This is an optimization exercise on Yosys and OpenROAD, whose aim is small area, a short achievable clock period and few clock cycles, not a production implementation.
RTL that was checked went through simulation tests only; none was proved equivalent to the original.
No activity file was given, so power comes from the tool's default toggle rates.

## main
## udp_tx_engine
module udp_tx_engine (
    input  wire        clk,
    input  wire        rst,
    input  wire        cmd_valid,
    output wire        cmd_ready,
    input  wire        cmd_op,
    input  wire [15:0] cmd_sport,
    input  wire [15:0] cmd_dport,
    input  wire [31:0] cmd_dst_ip,
    input  wire [15:0] cmd_len,
    input  wire        in_valid,
    output wire        in_ready,
    input  wire [7:0]  in_data,
    output wire        out_valid,
    input  wire        out_ready,
    output wire [7:0]  out_data,
    output wire        out_last,
    output wire        res_valid,
    output wire [1:0]  res_code,
    output wire [15:0] res_cksum
);
clock: 6.0 ns
lec_check: 0
cap_margin: 20
core_margin: 2
core_utilization: 40
place_density: 0.6
setup_slack_margin: 2
slew_margin: 20
run.sh (not shown) runs the stock make flow with config.mk's settings and CLKGATE_MAP_FILE= SYNTH_SCRIPT=/design/flow/synth_recipe.tcl, a recipe that flattens the netlist after the stock synthesis.
Testbench counts of main, summed over its fixed seeds: cycles 187,044.
Edits applied to the flow inputs when going from main to the feature branch:
- a change of SETUP_SLACK_MARGIN from 2 to 3
Delta (the feature branch minus main): global-route usage increased 0.35 points; fraction of area in multi-input gates higher; final cycle utilization of the critical path decreased by 9.1 points relative to the old numbers. | part of the total power dissipated in sequential elements | the feature branch vs main | 2.4 points lower |. Taking main as the reference point, the relative contribution of the clock network to total power of the feature branch rises by 1.2 points. Via count | the feature branch above main. First-iteration DRC count came out higher on the feature branch than on main. Worst endpoint data arrival time (higher): main. | headroom to the max-slew limit | lower: main |. Number of clock buffer instances in the layout on the feature branch is up relative to main. Launching instance or port of the critical path: hidx[0]$_SDFFE_PP0P_ -> the feature branch, hidx[1]$_SDFFE_PP0P_ -> main. The feature branch ended with more wire length of the first global-routing pass than main.

* * *

oak:
udp_tx_engine, a different RTL version from the one above (not shown whole).
Size: ~980 cells after synthesis, about 130 I/O pins.
Settings: LEC_CHECK=0, CAP_MARGIN=20, CORE_MARGIN=2, CORE_UTILIZATION=40, PLACE_DENSITY=0.6, SETUP_SLACK_MARGIN=4.0, SLEW_MARGIN=20; clock period 6.0 ns.
For pine, these inputs were changed with respect to oak:
- SETUP_SLACK_MARGIN: 4.0 -> 4.5
==> run summary <==
- Sequential portion of the cell area | pine below oak
- pine and oak ended up with roughly the same total area of sequential cells.
- Number of ordinary inverters in the final layout: pine lower than oak
- Comparing pine and oak, internal power is lower on oak.
- [pine] clock tree buffer count of the final layout fell 2 relative to oak
- The global-route usage number comes out higher for pine vs oak.
- [pine] count of buffering cells on the critical path with inverters included fell 1 relative to oak
- On pine: register-to-register slack is 0.05 ns higher than what oak gave.
- pine vs oak — critical path depth dropped 2.
No functional check of the RTL was part of any run of this note.

* * *

udp_tx_engine, a different RTL version from the one above (not shown whole).
For scale: about 740 cells after synthesis, roughly 130 I/O pins, about 0.0077 sq mm of cells after synthesis.
## udp_tx_engine
module udp_tx_engine (
    input  wire        clk,
    input  wire        rst,
    input  wire        cmd_valid,
    output wire        cmd_ready,
    input  wire        cmd_op,
    input  wire [15:0] cmd_sport,
    input  wire [15:0] cmd_dport,
    input  wire [31:0] cmd_dst_ip,
    input  wire [15:0] cmd_len,
    input  wire        in_valid,
    output wire        in_ready,
    input  wire [7:0]  in_data,
    output wire        out_valid,
    input  wire        out_ready,
    output wire [7:0]  out_data,
    output wire        out_last,
    output wire        res_valid,
    output wire [1:0]  res_code,
    output wire [15:0] res_cksum
);
clock: 6.0 ns
lec_check: 0
cap_margin: 20
core_margin: 2
core_utilization: 40
cts_buf_list: sky130_fd_sc_hd__clkbuf_4 sky130_fd_sc_hd__clkbuf_8
place_density: 0.6
setup_slack_margin: 4.0
slew_margin: 20
standard.sh (not shown) runs the stock make flow with config.mk's settings and CLKGATE_MAP_FILE= SYNTH_SCRIPT=/design/flow/synth_recipe.tcl, a recipe that flattens the netlist after the stock synthesis.
==> flow/flow/run.sh <==
#!/bin/bash
# Layout flow: the standard ORFS flow, with small plain buffers (rather than
# the delay cell buffer_ports picks by default) as the port buffers.
set -euo pipefail
bash standard.sh BUFFER_PORTS_ARGS="-buffer_cell sky130_fd_sc_hd__buf_1" finish > orfs_make.log 2>&1
The baseline passed the timing, DRC and antenna checks.
Testbench counts at the start, summed over its fixed seeds: cycles 200,144.
==> next run, changes <==
SETUP_SLACK_MARGIN = 3.85   (was 4.0)
The changed run finished with timing, DRC and antenna clean.
Routed wire length falls by 0.90%.
Worst hold slack degrades by 14 ps.
Total power rises by about 3.7%.
Clock skew is about the same.
==> next run, changes <==
CORE_UTILIZATION = 55   (was 40)
PLACE_DENSITY = 0.75   (was 0.6)
SETUP_SLACK_MARGIN = 3.75   (was 3.85)
Outcome: The new run completed without violations. Maximum frequency went down by about 0.5%. Worst setup slack degrades by 11 ps. Final cell count went down by 7.1%. Via count went up by 1.9%.
==> next run, changes <==
CORE_UTILIZATION = 40   (was 55)
PLACE_DENSITY = 0.6   (was 0.75)
SETUP_SLACK_MARGIN = 3.6   (was 3.75)
TNS_END_PERCENT = 10   (was unset)
What happened:
- The new run produced a clean layout
- power went down by 4.3%
- clock-buffer cell count fell by 1
- setup slack gets worse by 170 ps
- design area shrinks by 5.9%
- clock power goes down by 7.6%
- register-to-register slack degrades by 170 ps
- global-route usage came out lower by 10 points
- first-iteration DRC count came out lower by about 27%
==> next run, changes <==
SETUP_SLACK_MARGIN = 3.5   (was 3.6)
TNS_END_PERCENT = unset   (was 10)
Setup slack is better by 42 ps.
Sequential power is about the same.
Sequential share of layout area grows by 0.62 points.
Synthesized area stays the same.
Via count shrinks by 2.1%.
Sequential cell count does not change.
==> next run, changes <==
==> flow/flow/run.sh (replaced) <==
#!/bin/bash
# Layout flow: the standard ORFS flow, with plain buffers (rather than
# the delay cell buffer_ports picks by default) as the port buffers.
set -euo pipefail
bash standard.sh BUFFER_PORTS_ARGS="-buffer_cell sky130_fd_sc_hd__buf_2" finish > orfs_make.log 2>&1
CTS_BUF_LIST = unset   (was sky130_fd_sc_hd__clkbuf_4 sky130_fd_sc_hd__clkbuf_8)
SETUP_SLACK_MARGIN = 4.0   (was 3.5)
=> The changed run finished clean; power climbs by 19%; wire length climbs by 9.1%; hold slack degrades by 9.1 ps; worst setup slack gets better by 110 ps; maximum frequency rises by 4.9%; first-iteration DRC count climbs by 69%; via count rises by 7.2%; core utilization rose by 7.4 points; synthesized area is unchanged.

* * *

Another version of the RTL of udp_tx_engine (not shown whole).
Size: roughly 980 cells after synthesis, roughly 180 flip-flops, ~130 I/O pins.
Settings: LEC_CHECK=0, CAP_MARGIN=20, CORE_MARGIN=2, CORE_UTILIZATION=40, PLACE_DENSITY=0.6, SETUP_SLACK_MARGIN=4.0, SLEW_MARGIN=20; clock period 6.0 ns.
run.sh (not shown) runs the stock make flow with config.mk's settings and CLKGATE_MAP_FILE= SYNTH_SCRIPT=/design/flow/synth_recipe.tcl, a recipe that flattens the netlist after the stock synthesis.
Stock flow here: none of the scripts above is used.
The baseline finished with timing, DRC and antenna clean.
Testbench counts at the start, summed over its fixed seeds: cycles 187,059.
Edit:
==> flow/flow/run.sh (new file) <==
#!/bin/bash
# Layout flow: the standard ORFS flow, with plain buffers (rather than
# the delay cell buffer_ports picks by default) as the port buffers.
set -euo pipefail
bash standard.sh BUFFER_PORTS_ARGS="-buffer_cell sky130_fd_sc_hd__buf_2" finish > orfs_make.log 2>&1
==> flow/standard.sh (new file) <==
#!/bin/bash
# synth_recipe.tcl (not shown) runs the flow's synth.tcl, then flattens the netlist and writes it again
# the make line also repeats each setting of config.mk as NAME=value (left out here)
make -C /OpenROAD-flow-scripts/flow DESIGN_CONFIG=/design/flow/config.mk WORK_HOME=/design/flow/orfs CLKGATE_MAP_FILE= SYNTH_SCRIPT=/design/flow/synth_recipe.tcl "${@:-finish}"
removed: flow/run.sh
Result: The changed run finished clean; setup slack improves by 0.033 ns; global-route usage stays flat; total power is about the same; final cell count went down by 1.3%; die area is unchanged; critical path depth climbs by 1; hold slack gets better by 0.0095 ns; sequential cell count does not change; wire length shrinks by 2.6%; synthesized area does not change.

* * *

udp_tx_engine with an RTL version that a note above also has.
For scale: about 740 cells after synthesis, ~130 I/O pins, ~7700 µm² of cells after synthesis.
// udp_tx_engine
module udp_tx_engine (
    input  wire        clk,
    input  wire        rst,
    input  wire        cmd_valid,
    output wire        cmd_ready,
    input  wire        cmd_op,
    input  wire [15:0] cmd_sport,
    input  wire [15:0] cmd_dport,
    input  wire [31:0] cmd_dst_ip,
    input  wire [15:0] cmd_len,
    input  wire        in_valid,
    output wire        in_ready,
    input  wire [7:0]  in_data,
    output wire        out_valid,
    input  wire        out_ready,
    output wire [7:0]  out_data,
    output wire        out_last,
    output wire        res_valid,
    output wire [1:0]  res_code,
    output wire [15:0] res_cksum
);
clock: 6.0 ns
lec_check: 0
cap_margin: 20
core_margin: 2
core_utilization: 40
cts_buf_list: sky130_fd_sc_hd__clkbuf_4 sky130_fd_sc_hd__clkbuf_8
place_density: 0.6
setup_slack_margin: 3.75
slew_margin: 20
standard.sh (not shown) runs the stock make flow with config.mk's settings and CLKGATE_MAP_FILE= SYNTH_SCRIPT=/design/flow/synth_recipe.tcl, a recipe that flattens the netlist after the stock synthesis.
==> flow/flow/run.sh <==
#!/bin/bash
# Layout flow: the standard ORFS flow, with small plain buffers (rather than
# the delay cell buffer_ports picks by default) as the port buffers.
set -euo pipefail
bash standard.sh BUFFER_PORTS_ARGS="-buffer_cell sky130_fd_sc_hd__buf_1" finish > orfs_make.log 2>&1
The baseline produced a clean layout.
Testbench counts at the start, summed over its fixed seeds: cycles 200,144.
Then changed:
- SETUP_SLACK_MARGIN: 3.75 -> 3.6
Worst setup slack stays flat.
Total power came out higher by 2.1%.
Design area fell by 5.9%.
Die area does not change.

afterwards: timing with drivers on the ports:
How much do the figures lean on ideal ports? The routed layouts below were timed once more, with nothing changed but the port constraints. Step 1 (the two cells are an assumption about what drives the block):
set clk [get_ports {clk}]
set_driving_cell -lib_cell sky130_fd_sc_hd__clkbuf_16 $clk
set_driving_cell -lib_cell sky130_fd_sc_hd__buf_2 [delete_from_list [all_inputs] $clk]
Step 2 times the ports against the registers' clock, not the clock port: input delays grow and output delays shrink by t, the midpoint of the rising clock arrivals with the driver on. a / b / c = ideal ports / drivers / drivers and shift; a / b = the first two.
run | shift t [ns] | setup WS [ns] | worst hold slack (ns) | worst setup path after step 2 | latest minus earliest clock arrival (ns)
main | 0.485 | 2.204 / 2.204 / 2.204 | 0.453 / 0.453 / 0.453 | register to register | 0.011 / 0.011
the feature branch | 0.475 | 2.748 / 2.748 / 2.621 | 0.454 / 0.454 / 0.454 | input to register | 0.015 / 0.015
oak | 0.491 | 3.627 / 3.627 / 3.168 | 0.473 / 0.473 / 0.473 | input to register | 0.014 / 0.013
pine | 0.489 | 3.678 / 3.678 / 3.278 | 0.462 / 0.462 / 0.462 | input to register | 0.012 / 0.012
the first run of note 3 | 0.486 | 3.669 / 3.669 / 3.409 | 0.493 / 0.493 / 0.493 | input to register | 0.015 / 0.015
the second run of note 3 | 0.491 | 3.710 / 3.694 / 3.431 | 0.480 / 0.480 / 0.480 | input to register | 0.016 / 0.016
the third run of note 3 | 0.497 | 3.699 / 3.699 / 3.394 | 0.476 / 0.476 / 0.476 | input to register | 0.014 / 0.015
the fourth run of note 3 | 0.513 | 3.530 / 3.530 / 3.234 | 0.498 / 0.498 / 0.498 | input to register | 0.016 / 0.016
the fifth run of note 3 | 0.505 | 3.572 / 3.544 / 3.212 | 0.498 / 0.498 / 0.498 | input to register | 0.012 / 0.012
the sixth run of note 3 | 0.462 | 3.685 / 3.685 / 3.474 | 0.488 / 0.488 / 0.488 | input to register | 0.010 / 0.009
the first run of note 4 | 0.482 | 3.692 / 3.692 / 3.410 | 0.465 / 0.465 / 0.465 | input to register | 0.019 / 0.019
the second run of note 4 | 0.488 | 3.725 / 3.699 / 3.479 | 0.475 / 0.475 / 0.475 | input to register | 0.016 / 0.015
the first run of note 5 | 0.489 | 3.647 / 3.647 / 3.329 | 0.487 / 0.487 / 0.487 | input to register | 0.013 / 0.013
the second run of note 5 | 0.496 | 3.646 / 3.607 / 3.316 | 0.480 / 0.480 / 0.480 | input to register | 0.020 / 0.020
After both steps setup and hold are still met in every run listed. For oak, which loses most, drivers alone change the setup slack by 0.000 ns; drivers and shift together by -0.459 ns.
